This design comes from an exercise in tuning for small area, a short achievable clock period and few clock cycles on the open sky130 flow, not from production work. In this exercise RTL edits were held to simulation tests only and were not proved equivalent to the original. Power and IR drop assume default switching activity.

==> flow/design.v <==
module nasa_fa (
    input  wire       clk,
    input  wire       rst,
    input  wire       in_valid,
    input  wire [7:0] in_data,
    output wire       in_ready,
    output reg        pl_valid,
    output reg  [7:0] pl_data,
    output reg        pl_last,
    output reg        pl_empty
);
    localparam [7:0] STX = 8'h32;
    localparam [7:0] ETX = 8'h34;
    localparam [1:0] S_SRCH = 2'd0, S_L1 = 2'd1, S_L2 = 2'd2, S_BODY = 2'd3;
    localparam [1:0] E_IDLE = 2'd0, E_H1 = 2'd1, E_H2 = 2'd2, E_PAY = 2'd3;
    function [3:0] bcls(input [7:0] b);
        bcls = {(b >= 8'd4) && (b <= 8'd126), b == ETX, b == 8'd0, b == STX};
    endfunction
    function [15:0] crc_step(input [15:0] c_in, input [7:0] b);
        integer i;
        reg [15:0] c;
        begin
            c = c_in ^ {b, 8'h00};
            for (i = 0; i < 8; i = i + 1)
                c = c[15] ? ({c[14:0], 1'b0} ^ 16'h1021) : {c[14:0], 1'b0};
            crc_step = c;
        end
    endfunction
    reg  [1023:0] ring;
    reg  [3:0]    f0, f127;             
    wire [7:0]    r0   = ring[7:0];
    wire [7:0]    r31  = ring[255:248];
    wire [7:0]    r63  = ring[511:504];
    wire [7:0]    r95  = ring[767:760];
    wire [7:0]    r126 = ring[1015:1008];
    wire [7:0]    r127 = ring[1023:1016];
    reg           in_ready_q;
    wire          ins = in_valid && in_ready_q;
    always @(posedge clk) begin
        ring <= {ring[1015:0], ins ? in_data : r127};
        f127 <= bcls(r126);
        f0   <= ins ? bcls(in_data) : f127;
    end
    assign in_ready = in_ready_q;
    reg  [6:0]  ph;         
    reg  [6:0]  tail;       
    reg         uany;       
    reg  [6:0]  d;          
    reg         d0, d127;   
    reg  [1:0]  st;
    reg  [6:0]  cs;         
    reg         hi_ok;      
    reg  [6:0]  rem;        
    reg         last_q;     
    reg  [15:0] crc;
    reg         crcz;       
    reg         nv_v;       
    reg         b1_stx, b1_zero, b2_stx;    
    reg  [6:0]  fq0, fq1, fq2, fq3;
    reg  [1:0]  fwp, frp;
    reg  [3:0]  focc;       
    reg  [1:0]  es;
    reg  [1:0]  etap;
    reg  [6:0]  ecnt;
    reg         ezero, eone;    
    wire        fne    = focc[0];
    wire        ffull  = focc[3];
    wire [7:0]  x      = d127 ? r0 : r127;
    wire [3:0]  xf     = d127 ? f0 : f127;
    wire        x_stx  = xf[0];
    wire        x_zero = xf[1];
    wire        x_etx  = xf[2];
    wire        x_len  = xf[3];
    wire        ok_frame = x_etx && crcz;
    wire        body_end = (st == S_BODY) && last_q;
    wire        stall  = ffull && body_end && ok_frame;
    wire        sc_go  = uany && (d0 || d127) && !stall;
    wire        nv_now   = b2_stx && b1_zero && x_len;
    wire        do_push  = sc_go && body_end && ok_frame;
    wire        jump     = sc_go && body_end && !ok_frame && (nv_v || nv_now);
    wire [6:0]  phm1     = ph - 7'd1;
    wire [6:0]  sp       = d127 ? phm1 : ph;
    wire [6:0]  dj       = nv_v ? cs - ph : d - 7'd3;
    reg  [1:0]  st_n;
    reg  [1:0]  cs_sel;     
    always @* begin
        st_n   = st;
        cs_sel = 2'd0;
        if (sc_go) begin
            case (st)
                S_SRCH: if (x_stx) begin cs_sel = 2'd1; st_n = S_L1; end
                S_L1:   st_n = S_L2;
                S_L2: begin
                    if (hi_ok && x_len)  st_n = S_BODY;
                    else if (b1_stx)     begin cs_sel = 2'd2; st_n = S_L2; end
                    else if (x_stx)      begin cs_sel = 2'd1; st_n = S_L1; end
                    else                 st_n = S_SRCH;
                end
                S_BODY: begin
                    if (!last_q)                         st_n = S_BODY;
                    else if (ok_frame || nv_v || nv_now) st_n = S_SRCH;
                    else if (b1_stx)     begin cs_sel = 2'd2; st_n = S_L2; end
                    else if (x_stx)      begin cs_sel = 2'd1; st_n = S_L1; end
                    else                 st_n = S_SRCH;
                end
            endcase
        end
    end
    wire        rebase = ins && !uany;
    wire [6:0]  ph_n   = ph + 7'd1;
    wire        ph_tail = (ph == tail);
    wire        sp_tail = d127 ? (phm1 == tail) : ph_tail;
    wire        uany_n  = jump || ins || (uany && !(sc_go && sp_tail));
    reg  [7:0]  etb;
    always @* begin
        case (etap)
            2'd0:    etb = r31;
            2'd1:    etb = r63;
            2'd2:    etb = r95;
            default: etb = r127;
        endcase
    end
    reg  [6:0]  front;
    always @* begin
        case (frp)
            2'd0:    front = fq0;
            2'd1:    front = fq1;
            2'd2:    front = fq2;
            default: front = fq3;
        endcase
    end
    wire        e_start = (es == E_IDLE) && fne && (front[4:0] == ph[4:0]);
    wire        e_pop   = (es == E_PAY) && (ezero || eone);
    wire        cand    = (st != S_SRCH);
    wire        empty   = !cand && !uany && !fne;
    wire        jump_mb = (st == S_BODY) && last_q && (nv_v || b2_stx);
    wire        nfne_n  = !focc[0] || (!focc[1] && e_pop);
    wire        blk_n   = nfne_n && ((cand && cs == ph_n) ||
                                     (uany && (d0 || d == 7'd1 || jump_mb) && r126 == STX));
    wire        in_ready_n = (empty || ins || ph_tail) && !blk_n;
    always @(posedge clk) begin
        if (rst) begin
            ph         <= 7'd0;
            uany       <= 1'b0;
            st         <= S_SRCH;
            focc       <= 4'd0;
            fwp        <= 2'd0;
            frp        <= 2'd0;
            es         <= E_IDLE;
            in_ready_q <= 1'b1;
            pl_valid   <= 1'b0;
            pl_last    <= 1'b0;
            pl_empty   <= 1'b0;
        end else begin
            ph         <= ph_n;
            uany       <= uany_n;
            st         <= st_n;
            in_ready_q <= in_ready_n;
            if (do_push && !e_pop)      focc <= {focc[2:0], 1'b1};
            else if (e_pop && !do_push) focc <= {1'b0, focc[3:1]};
            if (do_push) fwp <= fwp + 2'd1;
            if (e_pop)   frp <= frp + 2'd1;
            pl_valid <= (es == E_PAY);
            pl_last  <= (es == E_PAY) && (ezero || eone);
            pl_empty <= (es == E_PAY) && ezero;
            case (es)
                E_IDLE:  if (e_start) es <= E_H1;
                E_H1:    es <= E_H2;
                E_H2:    es <= E_PAY;
                default: if (ezero || eone) es <= E_IDLE;
            endcase
        end
    end
    always @(posedge clk) begin
        if (ins) tail <= ph;
        if (jump) begin
            d    <= dj;
            d0   <= (dj == 7'd0);
            d127 <= (dj == 7'd127);
        end else if (sc_go) begin
        end else if (rebase) begin
            d    <= 7'd127;
            d0   <= 1'b0;
            d127 <= 1'b1;
        end else begin
            d    <= d - 7'd1;
            d0   <= (d == 7'd1);
            d127 <= d0;
        end
        case (cs_sel)
            2'd1: cs <= sp;
            2'd2: cs <= sp - 7'd1;
            default: ;
        endcase
        if (sc_go) begin
            b2_stx  <= b1_stx;
            b1_stx  <= x_stx;
            b1_zero <= x_zero;
            if (st == S_L1 || (cs_sel == 2'd2)) hi_ok <= x_zero;
            if (st == S_L2) begin
                rem    <= x[6:0] - 7'd1;
                last_q <= 1'b0;
                crc    <= 16'd0;
                crcz   <= 1'b1;
                nv_v   <= 1'b0;
            end
            if (st == S_BODY) begin
                if (nv_now) nv_v <= 1'b1;
                crc    <= crc_step(crc, x);
                crcz   <= (crc_step(crc, x) == 16'd0);
                rem    <= rem - 7'd1;
                last_q <= (rem == 7'd2);
            end
        end
        if (do_push) begin
            case (fwp)
                2'd0:    fq0 <= cs;
                2'd1:    fq1 <= cs;
                2'd2:    fq2 <= cs;
                default: fq3 <= cs;
            endcase
        end
        case (es)
            E_IDLE: etap <= ~(front[6:5] - ph[6:5]);
            E_H2: begin
                ecnt  <= etb[6:0] - 7'd4;
                ezero <= (etb == 8'd4);
                eone  <= (etb == 8'd5);
            end
            E_PAY: begin
                ecnt  <= ecnt - 7'd1;
                eone  <= (ecnt == 7'd2);
            end
            default: ;
        endcase
        pl_data <= etb;
    end
endmodule
==> flow/config.mk <==
export PLATFORM = sky130hd
export DESIGN_NAME = nasa_fa
export DESIGN_NICKNAME = nasa_fa
export VERILOG_FILES = /design/flow/design.v
export SDC_FILE = /design/flow/constraint.sdc
export NUM_CORES = 4
export LEC_CHECK = 0
export ABC_CLOCK_PERIOD_IN_PS = 3000
export CAP_MARGIN = 20
export CORE_MARGIN = 2
export CORE_UTILIZATION = 60
export CTS_BUF_LIST = sky130_fd_sc_hd__clkbuf_8
export CTS_CLUSTER_DIAMETER = 60
export CTS_CLUSTER_SIZE = 18
export SLEW_MARGIN = 20
==> flow/constraint.sdc <==
create_clock -name core_clock -period 10.0 [get_ports {clk}]
set_input_delay 2.0000 -clock core_clock [delete_from_list [all_inputs] [get_ports {clk}]]
set_output_delay 2.0000 -clock core_clock [all_outputs]
set_load 0.01 [all_outputs]
standard.sh (not shown) runs the stock make flow with config.mk's settings and CLKGATE_MAP_FILE= SYNTH_SCRIPT=/design/flow/synth_recipe.tcl, a recipe that flattens the netlist after the stock synthesis.
==> flow/flow/run.sh <==
#!/bin/bash
# Own flow: the standard layout (standard.sh), unchanged synthesis, with
# two changes for the later steps: the port buffers are buf_4 cells instead
# of the smallest buffer, and timing repair aims at a larger setup margin.
set -euo pipefail
bash standard.sh synth > synth.log 2>&1
export SETUP_SLACK_MARGIN=7
export BUFFER_PORTS_ARGS="-buffer_cell sky130_fd_sc_hd__buf_4"
bash standard.sh > layout.log 2>&1
Testbench counts at the start, summed over its fixed seeds: cycles 18,671.
Rerun with:
Settings changed: CORE_UTILIZATION 60 to 40.
Total power rose by about 0.5%.
Final area rose by about 1.4%.
Non-clock buffer count fell by 2.
Global-route usage fell by 4.9 points.
Setup slack got worse by 0.033 ns.
Die area rose by 49%.
Wire length rose by about 4%.
Flip-flop and latch count stays the same.
Via count rose by 1.4%.
Combinational power stays flat.
Count of clock-buffer cells in the layout rose by 1.

* * *

## exp/yarrow
RTL: the design.v shown in full above, as it stands there.
==> flow/config.mk <==
export PLATFORM = sky130hd
export DESIGN_NAME = nasa_fa
export DESIGN_NICKNAME = nasa_fa
export VERILOG_FILES = /design/flow/design.v
export SDC_FILE = /design/flow/constraint.sdc
export NUM_CORES = 4
export LEC_CHECK = 0
export ABC_CLOCK_PERIOD_IN_PS = 3000
export CAP_MARGIN = 20
export CORE_MARGIN = 2
export CORE_UTILIZATION = 60
export CTS_BUF_LIST = sky130_fd_sc_hd__clkbuf_8
export CTS_CLUSTER_DIAMETER = 60
export CTS_CLUSTER_SIZE = 18
export SLEW_MARGIN = 20
==> flow/constraint.sdc <==
create_clock -name core_clock -period 10.0 [get_ports {clk}]
set_input_delay 2.0000 -clock core_clock [delete_from_list [all_inputs] [get_ports {clk}]]
set_output_delay 2.0000 -clock core_clock [all_outputs]
set_load 0.01 [all_outputs]
==> flow/flow/run.sh <==
#!/bin/bash
# Own flow: the standard layout (standard.sh), unchanged synthesis, with
# two changes for the later steps: the port buffers are buf_4 cells instead
# of the smallest buffer, and timing repair aims at a larger setup margin.
set -euo pipefail
bash standard.sh synth > synth.log 2>&1
export SETUP_SLACK_MARGIN=7.5
export BUFFER_PORTS_ARGS="-buffer_cell sky130_fd_sc_hd__buf_4"
bash standard.sh > layout.log 2>&1
No stage failed in exp/yarrow, and the final checks on the layout all came back clean.
Testbench counts of exp/yarrow, summed over its fixed seeds: cycles 18,671.
The inputs of exp/xenon differ from those of exp/yarrow as listed below.
# exp/yarrow
export LEC_CHECK = 0
export ABC_CLOCK_PERIOD_IN_PS = 3000
export CAP_MARGIN = 20
export CORE_MARGIN = 2
export CORE_UTILIZATION = 60
export CTS_BUF_LIST = sky130_fd_sc_hd__clkbuf_8
export CTS_CLUSTER_DIAMETER = 60
export CTS_CLUSTER_SIZE = 18
export SLEW_MARGIN = 20
create_clock -name core_clock -period 10.0 [get_ports {clk}]
# exp/xenon
export LEC_CHECK = 0
export ABC_CLOCK_PERIOD_IN_PS = 3000
export CAP_MARGIN = 20
export CORE_MARGIN = 2
export CORE_UTILIZATION = 75
export CTS_BUF_LIST = sky130_fd_sc_hd__clkbuf_8
export CTS_CLUSTER_DIAMETER = 60
export CTS_CLUSTER_SIZE = 18
export SLEW_MARGIN = 20
create_clock -name core_clock -period 10.0 [get_ports {clk}]
-- flow/flow/run.sh --
<<< exp/yarrow, line 6
bash standard.sh synth > synth.log 2>&1
export SETUP_SLACK_MARGIN=7.5
export BUFFER_PORTS_ARGS="-buffer_cell sky130_fd_sc_hd__buf_4"
>>> exp/xenon, line 6
bash standard.sh synth > synth.log 2>&1
export SETUP_SLACK_MARGIN=7
export BUFFER_PORTS_ARGS="-buffer_cell sky130_fd_sc_hd__buf_4"
Notes after the runs:
- Relative to exp/yarrow, the switching power total measured on exp/xenon has increased by a few percent.
- exp/xenon vs exp/yarrow on cell count of the worst reg-to-reg path: exp/xenon is the higher one.
- Combinational cell fraction of total power for exp/xenon is lower than for exp/yarrow.
- Going from exp/yarrow to exp/xenon, overall die height went down by 10%, buffering stage count on the worst path with inverters included did not really move, total power saw a decrease, smallest setup slack after layout moved up.
- exp/xenon: number of post-CTS setup repair buffers is 8 lower than what exp/yarrow reported.
> inputs changed (exp/xenon -> exp/willow)
# exp/xenon
export LEC_CHECK = 0
export ABC_CLOCK_PERIOD_IN_PS = 3000
export CAP_MARGIN = 20
export CORE_MARGIN = 2
export CORE_UTILIZATION = 75
export CTS_BUF_LIST = sky130_fd_sc_hd__clkbuf_8
export CTS_CLUSTER_DIAMETER = 60
export CTS_CLUSTER_SIZE = 18
export SLEW_MARGIN = 20
create_clock -name core_clock -period 10.0 [get_ports {clk}]
# exp/willow
export LEC_CHECK = 0
export ABC_CLOCK_PERIOD_IN_PS = 3000
export CAP_MARGIN = 20
export CORE_MARGIN = 2
export CORE_UTILIZATION = 75
export CTS_BUF_LIST = sky130_fd_sc_hd__clkbuf_16
export CTS_CLUSTER_DIAMETER = 60
export CTS_CLUSTER_SIZE = 28
export SLEW_MARGIN = 20
create_clock -name core_clock -period 10.0 [get_ports {clk}]
- As far as boundary pin count goes, exp/willow and exp/xenon are indistinguishable; the numbers are identical.
- Going from exp/xenon to exp/willow, global-route wire length before repair saw an increase, number of synthesized register bits barely changed.
- Between exp/xenon and exp/willow, the flow reports final design instance area without fill increasing slightly.
- In exp/willow, global-route usage is higher than in exp/xenon.
- As far as number of violations of the max-capacitance limit goes, exp/willow and exp/xenon are indistinguishable; the numbers are identical.
- Fraction of area in registers (lower): exp/willow
- Looking at later-pin clock latency in the skew report, exp/willow sits 0.03 ns lower than exp/xenon does.
- NOTE: worst setup slack in exp/willow exceeds that of exp/xenon
- Measured against each other, exp/xenon and exp/willow differ in highest ir drop seen on vdd, the higher figure coming from exp/willow.
- in_ready as the capturing element of the worst setup path was reported by exp/willow, and pl_last by exp/xenon.
- Looking at total power across both flows, exp/willow is the weaker of the two, with exp/xenon ahead.
Inputs modified between exp/willow and exp/raven:
# exp/willow
export LEC_CHECK = 0
export ABC_CLOCK_PERIOD_IN_PS = 3000
export CAP_MARGIN = 20
export CORE_MARGIN = 2
export CORE_UTILIZATION = 75
export CTS_BUF_LIST = sky130_fd_sc_hd__clkbuf_16
export CTS_CLUSTER_DIAMETER = 60
export CTS_CLUSTER_SIZE = 28
export SLEW_MARGIN = 20
create_clock -name core_clock -period 10.0 [get_ports {clk}]
# exp/raven
export LEC_CHECK = 0
export ABC_CLOCK_PERIOD_IN_PS = 3000
export CAP_MARGIN = 20
export CORE_MARGIN = 2
export CORE_UTILIZATION = 40
export CTS_BUF_LIST = sky130_fd_sc_hd__clkbuf_4
export CTS_CLUSTER_DIAMETER = 40
export CTS_CLUSTER_SIZE = 10
export SLEW_MARGIN = 20
create_clock -name core_clock -period 10.0 [get_ports {clk}]
[summary]
- Global-route usage: exp/willow and exp/raven compared, higher one is exp/willow
- The achievable frequency in exp/raven was lower than what exp/willow gave.
- Delta (exp/raven minus exp/willow): clock buffer instance count of the final layout climbed about 220%, average detailed-routed wire length per instance now sits lower.
- From exp/willow to exp/raven the numbers moved as follows: tapcell count picked up an extra 472, number of standard cells in the layout, taps in and fillers out picked up an extra about 26%.
- Looking at exp/willow and exp/raven, the clock group share of total power is a wash.

[separate check: timing with driven ports]
No port has a modelled driver above. Below, the same layouts with a new extraction and two added sets of constraints.
Step 1, drivers: a clkbuf_16 drives clk and a buf_2 each remaining input, both assumed.
Step 2 adds t to the input delays and takes it off the output delays; t is the mean of the earliest and latest rising clock arrival at the registers after step 1. Input paths then give back, and output paths get back, about the clock's delay inside the block.
Slacks: ideal ports / drivers / drivers and shift; pairs: ideal ports / drivers.
run | t (ns) | setup WS [ns] | worst setup path after step 2 | cell pins on the clock port's net
the first run of note 1 | 0.713 | 6.838 / 6.784 / 6.546 | input to register | 1
the second run of note 1 | 0.716 | 6.805 / 6.750 / 6.460 | input to register | 1
exp/yarrow | 0.721 | 6.820 / 6.768 / 6.661 | input to register | 1
exp/xenon | 0.690 | 6.855 / 6.803 / 6.431 | input to register | 1
exp/willow | 0.670 | 6.885 / 6.828 / 6.480 | input to register | 1
exp/raven | 0.986 | 6.562 / 6.506 / 6.469 | input to register | 1
After both steps every run listed still meets setup and hold. For exp/xenon, which loses most, drivers alone change the setup slack by -0.052 ns; drivers and shift together by -0.424 ns.
